Background: an optimization exercise with open tools, aiming at small area and few clock cycles per item. Do not read the settings as production practice. Only simulation tests tie the RTL to the original design; equivalence was not proved.

==> flow/design.v, too long to show whole: its modules and the start of the top module <==
// module fp_add: 84 lines
// module fp_1m: 66 lines
// module bk_add: 28 lines
// module fp_mul: 82 lines
// module mul24: 1905 lines
// module flanger_dp: 82 lines
module flanger_dp (
    input  wire        clk,
    input  wire        rst_n,
    input  wire        in_valid,
    output wire        in_ready,
    input  wire [31:0] tap_a,
    input  wire [31:0] tap_b,
    input  wire [31:0] frac,
    input  wire [31:0] dry,
    input  wire [31:0] feedback,
    input  wire [31:0] mix,
    output wire        out_valid,
    output wire [31:0] wet,
    output wire [31:0] out
);
  // ...
==> flow/flow/run.sh <==
#!/bin/bash
set -euo pipefail
cd "$(dirname "$0")/.."
RES=orfs/results/${FLOW_PLATFORM:-sky130hd}/flanger_dp/base

regs() { grep -oE 'sky130_fd_sc_hd__df[a-z0-9_]+ +[^ ]+' "$1" | sed 's/_[0-9]* / /' | sort; }

# 1. standard synthesis, kept for reference
bash standard.sh synth > synth_standard.log 2>&1
cp "$RES/1_2_yosys.v" standard_1_2_yosys.v
regs standard_1_2_yosys.v > regs_standard.txt

# 2. synthesis without the fine-grained abc pass
bash standard.sh clean_synth > clean_synth.log 2>&1
export SYNTH_OPERATIONS_ARGS=-noabc
if bash standard.sh synth > synth_noabc.log 2>&1; then
  regs "$RES/1_2_yosys.v" > regs_noabc.txt
else
  : > regs_noabc.txt
fi
if ! cmp -s regs_standard.txt regs_noabc.txt; then
  echo "registers differ from the standard synthesis: using the standard synthesis" | tee fallback.txt
  unset SYNTH_OPERATIONS_ARGS
  bash standard.sh clean_synth > clean_synth2.log 2>&1
  bash standard.sh synth > synth_standard2.log 2>&1
fi

# 3. the rest of the standard layout; the buffers abc put in are removed at
#    floorplan, and placement's repair_design buffers what needs it
export REMOVE_ABC_BUFFERS=1
# ports are buffered with the smallest buffer
export BUFFER_PORTS_ARGS="-buffer_cell sky130_fd_sc_hd__buf_1"
# clock tree: ORFS's default arguments, without dummy loads, with larger sink clusters
export CTS_ARGS="-sink_clustering_enable -repair_clock_nets -dont_use_dummy_load -sink_clustering_size 30 -sink_clustering_max_diameter 100"
bash standard.sh finish > layout.log 2>&1
==> flow/standard.sh <==
#!/bin/bash
# synth_recipe.tcl (not shown) runs the flow's synth.tcl, then flattens the netlist and writes it again
# the make line also repeats each setting of config.mk as NAME=value (left out here)
make -C /OpenROAD-flow-scripts/flow DESIGN_CONFIG=/design/flow/config.mk WORK_HOME=/design/flow/orfs CLKGATE_MAP_FILE= SYNTH_SCRIPT=/design/flow/synth_recipe.tcl "${@:-finish}"
==> flow/config.mk <==
export PLATFORM = sky130hd
export DESIGN_NAME = flanger_dp
export DESIGN_NICKNAME = flanger_dp
export VERILOG_FILES = /design/flow/design.v
export SDC_FILE = /design/flow/constraint.sdc
export NUM_CORES = 4
export LEC_CHECK = 0
export ABC_AREA = 1
export CAP_MARGIN = 30
export CORE_MARGIN = 2
export CORE_UTILIZATION = 45
export GPL_TIMING_DRIVEN = 0
export SLEW_MARGIN = 30
==> flow/constraint.sdc <==
create_clock -name core_clock -period 21.0 [get_ports {clk}]
set_input_delay 4.2000 -clock core_clock [delete_from_list [all_inputs] [get_ports {clk}]]
set_output_delay 4.2000 -clock core_clock [all_outputs]
set_load 0.01 [all_outputs]
==> run_results.csv, run 1 <==
group,metric,value,unit
hold_path,hold_end,"s2_fb[3]",
logic_synthesis,synth_fa_ha_area_frac,0.299,
flow_run,cap_violations,0,
drt,wirelength,429,mm
clock_network,clock_path_buffers,3,
status,status,"no timing/DRC/antenna violations",
placement,place_ws,0.0511,ns
critical_path,critPathMaxFanout,62,
critical_path,crit_start,"s6_wm[1]",
critical_path,path_common_cell,"nand2_1",
grt,use_met3,0.0450,
floorplan,coreArea,276000,um^2
critical_path,path_class,"reg2out",
logic_synthesis,synth.cell_area,125000,um^2
clock_network,postCtsHoldBufs,0,
critical_path,cp_slowest_cell,"fa_1",
logic_synthesis,synth.most_common_cell,"nand2_1",
logic_synthesis,synth_largest_area_cell,"fa_1",
drt,detail-route-antenna-nets,0,
critical_path,r2r-end,"s2_frd[28]",
layout,fillCellCount,28400,
placement,place_hpwl,333,mm
floorplan,die_w,530,um
grt,busiest_layer,"met2",
Testbench counts, summed over its fixed seeds: cycles 16,048, items 16,000.
==> module fp_add, before the edit <==
module fp_add (
    input  wire [31:0] a,
    input  wire [31:0] b,
    input  wire        sub,
    output reg  [31:0] y
);
    wire        sa = a[31];
    wire        sb = b[31] ^ sub;
    wire [7:0]  ea = a[30:23];
    wire [7:0]  eb = b[30:23];
    wire a_em = (ea == 8'hFF);
    wire b_em = (eb == 8'hFF);
    wire a_fz = (a[22:0] == 23'd0);
    wire b_fz = (b[22:0] == 23'd0);
    wire a_nan = a_em & ~a_fz;
    wire b_nan = b_em & ~b_fz;
    wire a_inf = a_em & a_fz;
    wire b_inf = b_em & b_fz;
    wire        a_ge;
    wire [30:0] cmp_s;
    bk_add #(31) u_cmp (.a(a[30:0]), .b(~b[30:0]), .ci(1'b1), .s(cmp_s), .co(a_ge));
    wire        sx = a_ge ? sa : sb;
    wire [30:0] x  = a_ge ? a[30:0] : b[30:0];
    wire [30:0] z  = a_ge ? b[30:0] : a[30:0];
    wire        x_ez = (x[30:23] == 8'h00);
    wire        z_ez = (z[30:23] == 8'h00);
    wire [7:0]  ex_eff = {x[30:24], x[23] | x_ez};
    wire [7:0]  ez_eff = {z[30:24], z[23] | z_ez};
    wire [7:0]  d   = ex_eff - ez_eff;
    wire        big = (d[7:5] != 3'd0);
    wire [25:0] a0  = big ? 26'd0 : {~z_ez, z[22:0], 2'b00};
    wire        t0  = big & ~(z_ez & (z[22:0] == 23'd0));
    wire [25:0] a1  = d[4] ? {16'd0, a0[25:16]} : a0;
    wire        t1  = t0 | (d[4] & (a0[15:0] != 16'd0));
    wire [25:0] a2  = d[3] ? {8'd0, a1[25:8]} : a1;
    wire        t2  = t1 | (d[3] & (a1[7:0] != 8'd0));
    wire [25:0] a3  = d[2] ? {4'd0, a2[25:4]} : a2;
    wire        t3  = t2 | (d[2] & (a2[3:0] != 4'd0));
    wire [25:0] a4  = d[1] ? {2'd0, a3[25:2]} : a3;
    wire        t4  = t3 | (d[1] & (a3[1:0] != 2'd0));
    wire [25:0] a5  = d[0] ? {1'd0, a4[25:1]} : a4;
    wire        t5  = t4 | (d[0] & a4[0]);
    wire [26:0] al  = {a5, t5};
    wire        eff_sub = sa ^ sb;
    wire [27:0] sum;
    bk_add #(28) u_sum (.a({1'b0, ~x_ez, x[22:0], 3'b000}), .b({1'b0, al} ^ {28{eff_sub}}), .ci(eff_sub), .s(sum), .co());
    wire [7:0]  lim = ex_eff - 8'd1;
    reg  [26:0] mark;
    integer i;
    always @* begin
        for (i = 0; i < 27; i = i + 1)
            mark[i] = (lim == 26 - i);
    end
    wire [26:0] t = sum[26:0] | mark;
    reg  [4:0]  lz;
    always @* begin
        lz = 5'd0;
        for (i = 0; i < 27; i = i + 1)
            if (t[i]) lz = 5'd26 - i[4:0];
    end
    wire [26:0] sl = sum[26:0] << lz;
    wire [26:0] sn = sum[27] ? {sum[27:2], sum[1] | sum[0]} : sl;
    wire [7:0]  en = sum[27] ? ex_eff + 8'd1 : ex_eff - {3'b000, lz};
    wire        rnd = sn[2] & (sn[1] | sn[0] | sn[3]);
    wire [7:0]  efield = sn[26] ? en : 8'd0;
    wire [30:0] mag;
    bk_add #(31) u_rnd (.a({efield, sn[25:3]}), .b(31'd0), .ci(rnd), .s(mag), .co());
    wire        ovf  = sum[27] & (x[30:23] == 8'hFE);
    wire        zero = (sum == 28'd0);
    always @* begin
        if (a_nan || b_nan || (a_inf && b_inf && (sa != sb)))
            y = 32'h7FC00000;
        else if (a_inf)
            y = {sa, 8'hFF, 23'd0};
        else if (b_inf)
            y = {sb, 8'hFF, 23'd0};
        else if (zero)
            y = {sa & sb, 31'd0};
        else if (ovf)
            y = {sx, 8'hFF, 23'd0};
        else
            y = {sx, mag};
    end
endmodule
==> run 2: changes to the inputs <==
--- a/flow/design.v
+++ b/flow/design.v
@@ -44,23 +44,23 @@
     wire        eff_sub = sa ^ sb;
     wire [27:0] sum;
     bk_add #(28) u_sum (.a({1'b0, ~x_ez, x[22:0], 3'b000}), .b({1'b0, al} ^ {28{eff_sub}}), .ci(eff_sub), .s(sum), .co());
-    wire [7:0]  lim = ex_eff - 8'd1;
-    reg  [26:0] mark;
+    wire [7:0]  lim = ex_eff;
+    reg  [27:0] mark;
     integer i;
     always @* begin
-        for (i = 0; i < 27; i = i + 1)
-            mark[i] = (lim == 26 - i);
+        for (i = 0; i < 28; i = i + 1)
+            mark[i] = (lim == 27 - i);
     end
-    wire [26:0] t = sum[26:0] | mark;
+    wire [27:0] t = sum | mark;
     reg  [4:0]  lz;
     always @* begin
         lz = 5'd0;
-        for (i = 0; i < 27; i = i + 1)
-            if (t[i]) lz = 5'd26 - i[4:0];
+        for (i = 0; i < 28; i = i + 1)
+            if (t[i]) lz = 5'd27 - i[4:0];
     end
-    wire [26:0] sl = sum[26:0] << lz;
-    wire [26:0] sn = sum[27] ? {sum[27:2], sum[1] | sum[0]} : sl;
-    wire [7:0]  en = sum[27] ? ex_eff + 8'd1 : ex_eff - {3'b000, lz};
+    wire [27:0] sl = sum << lz;
+    wire [26:0] sn = {sl[27:2], sl[1] | sl[0]};
+    wire [7:0]  en = ex_eff + 8'd1 - {3'b000, lz};
     wire        rnd = sn[2] & (sn[1] | sn[0] | sn[3]);
     wire [7:0]  efield = sn[26] ? en : 8'd0;
     wire [30:0] mag;
--- a/flow/config.mk
+++ b/flow/config.mk
@@ -8,6 +8,6 @@
 export ABC_AREA = 1
 export CAP_MARGIN = 30
 export CORE_MARGIN = 2
-export CORE_UTILIZATION = 45
+export CORE_UTILIZATION = 55
 export GPL_TIMING_DRIVEN = 0
 export SLEW_MARGIN = 30
==> run 2 against run 1 <==
Global-route usage is 6.1 points higher; clock-buffer cell count is 1 lower; critical path type unchanged.
==> run_results.csv, run 2 <==
group,metric,value,unit
logic_synthesis,yosysTopAreaCellShare,0.201,
logic_synthesis,synth.most_common_cell,"nand2_1",
placement,place_ws,0.400,ns
layout,final_layout_size_suffix_gt1_frac,0.0443,
grt,grt_usage,0.359,
layout,regArea,16200,um^2
timing,relSlewSlack,0.264,
floorplan,rows,173,
floorplan,die_area,228000,um^2
placement,dp.cells,19100,
logic_synthesis,synth_fa_ha_area_frac,0.301,
critical_path,critPathMaxFanout,119,
clock_network,worst_skew_pair.late_latency,0.76,ns
timing,hold_violations,0,
timing,slew_violations,0,
layout,multiInputGateArea,96700,um^2
layout,fin_nets,18700,
clock_network,cts_buffers,49,
drt,drt_first_pass_iters,9,
logic_synthesis,yosys.area_share.simple,0.199,
timing,period_share,0.943,
clock_network,clockRootBuffer,"clkbuf_16",
timing,setup_violations,0,
logic_synthesis,synth_compound_area_frac,0.167,
placement,place_hpwl,328,mm
grt,grt_start_max_net_pins,124,
logic_synthesis,synthArstFlopShare,0,
clock_network,cts-htree-levels,2,
logic_synthesis,yosysSeqAreaShare,0.131,
drt,wl_met2,181,mm
drt,vias,115000,
logic_synthesis,synthTopCellsByArea,"fa_1, dfxtp_1, ha_1",
clock_network,clock_path_buffers,3,
clock_network,cts.sinks,806,
grt,grt_pass1_wl,647,mm
layout,final_common_cell,"nand2_1",
logic_synthesis,synth.cell_area,123000,um^2
placement,io_buffer_count,259,
timing,skew,0.119,ns
logic_synthesis,synth_ff_type,"dfxtp_1",
critical_path,reg2reg_slack,1.88,ns
floorplan,fp.dieH,477,um
logic_synthesis,synth_cells,16800,
critical_path,start_kind,"flop",
timing,max_slew.worst_pin.slew,1.10,ns
logic_synthesis,synth_top_family_by_area,"adder cells",
logic_synthesis,synth-seq-cells,806,
hold_path,hold_end,"s5_m[24]",
logic_synthesis,synth.mux.area_fraction,0.00878,
layout,area_growth,3.90,%
drt,routedWlPerCell,21.8,um
logic_synthesis,synthTopCellsByCount,"nand2_1, inv_1, o21ai_0, xor2_1, fa_1",
drt,highest_layer,"met5",
status,status,"no timing/DRC/antenna violations",
drt,initialDrtViolationCount,12100,
floorplan,coreArea,223000,um^2
drt,wirelength,419,mm
logic_synthesis,synth_largest_area_cell,"fa_1",
hold_path,hold_start,"s4_m[24]",
logic_synthesis,synth.distinct_cells,80,
grt,antenna_found_initial,10,
critical_path,crit_arrival,15.60,ns
critical_path,end_kind,"primary output",
clock_network,cts_tree,"yes",
critical_path,reg2reg_from,"s5_wet[29]",
logic_synthesis,avgSynthCellArea,7.35,um^2
timing,timing.final.crit_period,19.80,ns
layout,fillCellCount,22100,
placement,place_congestion,1.00,
critical_path,crit_start,"s6_wm[9]",
layout,layout_common_cells,"nand2_1, inv_1, o21ai_0, xor2_1, fa_1",
critical_path,path_class,"reg2out",
floorplan,die_w,477,um
flow_run,cap_violations,0,
layout,final_cells,19200,
floorplan,initial_utilization,0.554,
clock_network,clk_pin_slew,0.10,ns
critical_path,r2r-end,"s6_wm[29]",
critical_path,path_common_cell,"nand2_1",
layout,utilization,0.575,
timing,fmax,50.5,MHz
drt,detail-route-antenna-nets,0,
hold_path,whs_path_depth,0,
drt,wl_met3,38.1,mm
drt,drc,0,
critical_path,cp_slowest_stage_delay,0.60,ns
timing,fin_ws,1.20,ns
floorplan,pin_count,261,
grt,grt_overflow,0,
critical_path,cp_slowest_cell,"dfxtp_1",
grt,first_global_vias,109000,
logic_synthesis,synth_xor_area_frac,0.101,
logic_synthesis,synth_edf_count,0,
drt,routed_via_density,5.97,
drt,met1Wirelength,182,mm
logic_synthesis,yosysWarnings,7,
hold_path,hp-class,"reg2reg",
critical_path,reg2regPathDepth,86,
clock_network,postCtsHoldBufs,0,
critical_path,critPathRequiredTime,16.80,ns
timing,final.setup.tns,0,ns
run 2: cell count changes in the layout (fill, tap and decap cells not counted), moves of 24 or more:
cell,before,now
nor2_1,994,960
o21ai_0,1416,1376
inv_2,52,76
nand2_2,116,145
o21ai_1,79,107
nand3_1,919,734
nand2_1,3195,3034
run 2: cells by family (layout without fill, tap and decap cells):
family | after synthesis | after routing
adders and majority gates | 2221 | 2221
other | 1 | 8
xor gates and xnor gates | 1426 | 1426
AOI/OAI and AO/OA | 3575 | 3578
and+or+nand+nor | 5652 | 5652
buffers and inverters | 2963 | 2452
muxes | 108 | 108
DFF | 806 | 806
run 2: metal layers:
metal	GRT usage	up-vias
met2	0.552	5330
li1	-	54500
met5	0	-
met3	0.0653	862
met1	0.500	54100
met4	0.138	6
run 2: timing repair:
action                     in CTS  in global routing
gates cloned                    0                  8
pin swaps                       0                  4
setup endpoints to repair      16                 98
resized for setup               3                 42
buffers inserted                0                  7
run 2: how the worst max path moves through the flow:
stage,endpoint
floorplan,s6_wm[28]
global placement,s6_wm[29]
detailed placement,s5_dom[29]
CTS,out[29]
global route,out[29]
finish,out[29]
run 2: area by class of cell:
type | count | share of cell area
multi-input cells | 13000 | 0.756
flip-flops and latches | 806 | 0.126
inverters | 2047 | 0.0604
well taps | 2975 | 0.0291
repair buffers | 351 | 0.0187
clock buffers | 49 | 0.00958
repair inverters | 5 | 0.000215
diodes | 7 | 0.000137
run 2: worst max-delay path: cells and delay by family (launching register included):
| kind | cells | cell delay [ns] |
|---|---|---|
| AND/OR/NAND/NOR | 51 | 6.39 |
| adder cells (fa/ha/maj) | 12 | 3.33 |
| AO/OA/AOI/OAI | 15 | 2.77 |
| buffers and inverters | 12 | 1.51 |
| flip-flops | 1 | 0.60 |
| XOR/XNOR | 1 | 0.23 |
run 2: metrics by stage:
stage	hold slack [ns]	cell area (um^2)
6_report	0.258	128000
2_1_floorplan	0.310	119000
3_3_place_gp	0.310	124000
5_1_grt	0.254	128000
3_5_place_dp	0.312	126000
4_1_cts	0.252	127000
Testbench counts of run 2, summed over its fixed seeds: cycles 16,048, items 16,000.
==> run 3: changes to the inputs <==
--- a/flow/config.mk
+++ b/flow/config.mk
@@ -8,6 +8,6 @@
 export ABC_AREA = 1
 export CAP_MARGIN = 30
 export CORE_MARGIN = 2
-export CORE_UTILIZATION = 55
+export CORE_UTILIZATION = 38
 export GPL_TIMING_DRIVEN = 0
 export SLEW_MARGIN = 30
==> run 3 against run 2 <==
Still clean; register-to-register slack about the same; first-iteration DRC count fell by 12%; worst hold slack better by 0.0023 ns; via count hardly changed; non-clock buffer count decreased by 1; die area increased by 44%; sequential share of layout area is 0.18 points lower; synthesized cell count stayed put; core utilization decreased by 17 points; synthesized area stayed put; final cell count increased by 7.1%.
==> run_results.csv, run 3 <==
group,metric,value,unit
status,status,"no timing/DRC/antenna violations",
clock_network,cts.sinks,806,
logic_synthesis,yosysWarnings,7,
floorplan,rows,209,
floorplan,initial_utilization,0.381,
timing,rsz0062_at_grt,"false",
layout,final_common_cell,"nand2_1",
drt,wirelength,418,mm
floorplan,die_w,573,um
grt,antenna_found_initial,22,
placement,io_buffer_count,259,
clock_network,clock_path_buffers,3,
hold_path,hp-class,"reg2reg",
timing,fmax,51.3,MHz
layout,layout_common_cells,"nand2_1, inv_1, o21ai_0, xor2_1, fa_1",
timing,hold_ws,0.261,ns
clock_network,clockRootBuffer,"clkbuf_16",
placement,place_congestion,0.956,
timing,max_slew.worst_pin.slew,1.08,ns
logic_synthesis,synthTopCellsByArea,"fa_1, dfxtp_1, ha_1",
clock_network,clk_pin_slew,0.10,ns
logic_synthesis,synthTopCellsByCount,"nand2_1, inv_1, o21ai_0, xor2_1, fa_1",
critical_path,path_common_cell,"nand2_1",
grt,first_global_vias,110000,
timing,slew_violations,0,
logic_synthesis,synth.distinct_cells,80,
logic_synthesis,yosysTopAreaCellShare,0.201,
timing,timing.final.crit_period,19.49,ns
critical_path,critPathMaxFanout,114,
logic_synthesis,synth.most_common_cell,"nand2_1",
logic_synthesis,synth.cell_area,123000,um^2
grt,grt_pass1_wl,645,mm
layout,final_layout_size_suffix_gt1_frac,0.0444,
critical_path,crit_arrival,20.10,ns
flow_run,cap_violations,0,
logic_synthesis,synth-seq-cells,806,
placement,place_hpwl,328,mm
drt,drc,0,
drt,routedWlPerCell,20.3,um
logic_synthesis,synthArstFlopShare,0,
critical_path,end_kind,"flop",
logic_synthesis,synth_cells,16800,
logic_synthesis,synth_largest_area_cell,"fa_1",
floorplan,die_area,329000,um^2
logic_synthesis,synth_ff_type,"dfxtp_1",
critical_path,critPathRequiredTime,21.61,ns
critical_path,path_class,"in2reg",
drt,routed_via_density,5.57,
floorplan,coreArea,323000,um^2
critical_path,cp_slowest_stage_delay,0.64,ns
logic_synthesis,synth_edf_count,0,
timing,setup_violations,0,
grt,grt_start_max_net_pins,124,
layout,area_growth,5.37,%
clock_network,cts-htree-levels,2,
floorplan,fp.dieH,573,um
grt,grt_usage,0.246,
clock_network,cts_tree,"yes",
drt,drt_first_pass_iters,8,
timing,relSlewSlack,0.269,
logic_synthesis,yosysSeqAreaShare,0.131,
clock_network,cts_buffers,54,
timing,skew,0.134,ns
drt,vias,115000,
layout,final_cells,20600,
placement,dp.cells,20500,
critical_path,start_kind,"primary input",
clock_network,worst_skew_pair.late_latency,0.80,ns
critical_path,cp_slowest_cell,"inv_1",
timing,period_share,0.928,
drt,detail-route-antenna-nets,0,
grt,grt_overflow,0,
layout,fin_nets,18700,
floorplan,pin_count,261,
timing,hold_violations,0,
drt,initialDrtViolationCount,10600,
logic_synthesis,avgSynthCellArea,7.35,um^2
==> run 3: cell count changes in the layout (fill, tap and decap cells not counted), moves of 4 or more <==
cell        before   now
diode_2          7    17
buf_4           16    12
nand2_1       3034  3038
clkinv_1        47    40
clkbuf_16       49    54
buf_8           18    22
clkinvlp_4       8    13
==> run 3: area by class of cell <==
type | count | area [um^2]
clock buffers | 54 | 1350
well taps | 4325 | 5410
inverters | 2047 | 7740
flip-flops and latches | 806 | 16200
repair inverters | 5 | 30.0
fillers | 34000 | 194000
diodes | 17 | 42.5
multi-input cells | 13000 | 96700
repair buffers | 350 | 2380
==> run 3: cells by family after synthesis <==
kind of cell / Yosys count / synth area share
DFF: 806 / 0.131
muxes: 108 / 0.00878
and+or+nand+nor: 5652 / 0.199
AOI/OAI and AO/OA: 3575 / 0.167
other: 1 / 0.0000304
buffers and inverters: 2963 / 0.0926
adders and majority gates: 2221 / 0.301
xor gates and xnor gates: 1426 / 0.101
==> run 3: worst paths after layout <==
path / startpoint / end / slack (ns) / cells past startpoint
hold reg to reg: s1_dry[8] / s2_dry[8] / 0.26 / 0
hold / removal: s1_dry[8] / s2_dry[8] / 0.26 / 0
setup / recovery: tap_a[9] / s1_diff[27] / 1.51 / 101
setup reg to reg: s3_d[25] / s4_dfb[30] / 1.87 / 91
==> run 3: timing repair <==
action | CTS | global route
setup endpoints to repair | 23 | 92
buffers inserted | 0 | 1
hold buffers | 0 | 0
pin swaps | 0 | 6
cloned | 0 | 11
hold endpoints to repair | 0 | 0
resized for setup | 3 | 44
==> run 3: per-layer routing <==
metal	share of wire	track usage	vias to the layer above
li1	-	-	54600
met1	0.43	0.325	54800
met2	0.46	0.408	4703
met3	0.073	0.0323	752
met4	0.038	0.0907	4
met5	0.000055	0	-
==> run 3: per-stage QoR <==
step                utilization  area, um^2  setup WS [ns]  TNS [ns]
global placement          0.389      126000          -5.97   -419.10
floorplan                     -      119000          0.909         0
CTS                       0.400      129000          0.357         0
global route              0.401      130000         0.0183         0
finish                    0.401      130000           1.51         0
detailed placement        0.396      128000          0.164         0
==> run 3: critical path, delay by kind of cell <==
family | cells | cell delay, ns
buffers and inverters | 13 | 2.57
adder cells (fa/ha/maj) | 12 | 3.30
AND/OR/NAND/NOR | 60 | 7.31
XOR/XNOR | 3 | 0.52
AO/OA/AOI/OAI | 13 | 2.08

==> re-timing with driven ports <==
The flow's constraints put no driver on any port. The routed layouts listed below were extracted and timed again, unchanged, in two steps.
Step 1 (the two cells are an assumption about what drives the block):
set clk [get_ports {clk}]
set_driving_cell -lib_cell sky130_fd_sc_hd__clkbuf_16 $clk
set_driving_cell -lib_cell sky130_fd_sc_hd__buf_2 [delete_from_list [all_inputs] $clk]
Step 2 moves the port delays by t, midway between the first and last clock arrival at a register: inputs arrive t later, outputs are due t later. That takes back most of the time a late clock gives input paths.
a / b / c = ideal / step 1 / step 2; a / b = the first two.
run | t (ns) | setup WS [ns] | hold WS [ns] | worst setup path after step 2 | pins driven straight from the clock port
run 1 | 0.794 | 1.317 / 1.225 / 0.890 | 0.297 / 0.297 / 0.297 | input to register | 1
run 2 | 0.785 | 1.197 / 1.099 / 0.858 | 0.258 / 0.258 / 0.258 | input to register | 1
run 3 | 0.804 | 1.507 / 1.494 / 0.777 | 0.261 / 0.261 / 0.261 | input to register | 1
After both steps setup and hold are still met in every run listed. For run 3, which loses most, drivers alone change the setup slack by -0.013 ns; drivers and shift together by -0.730 ns.
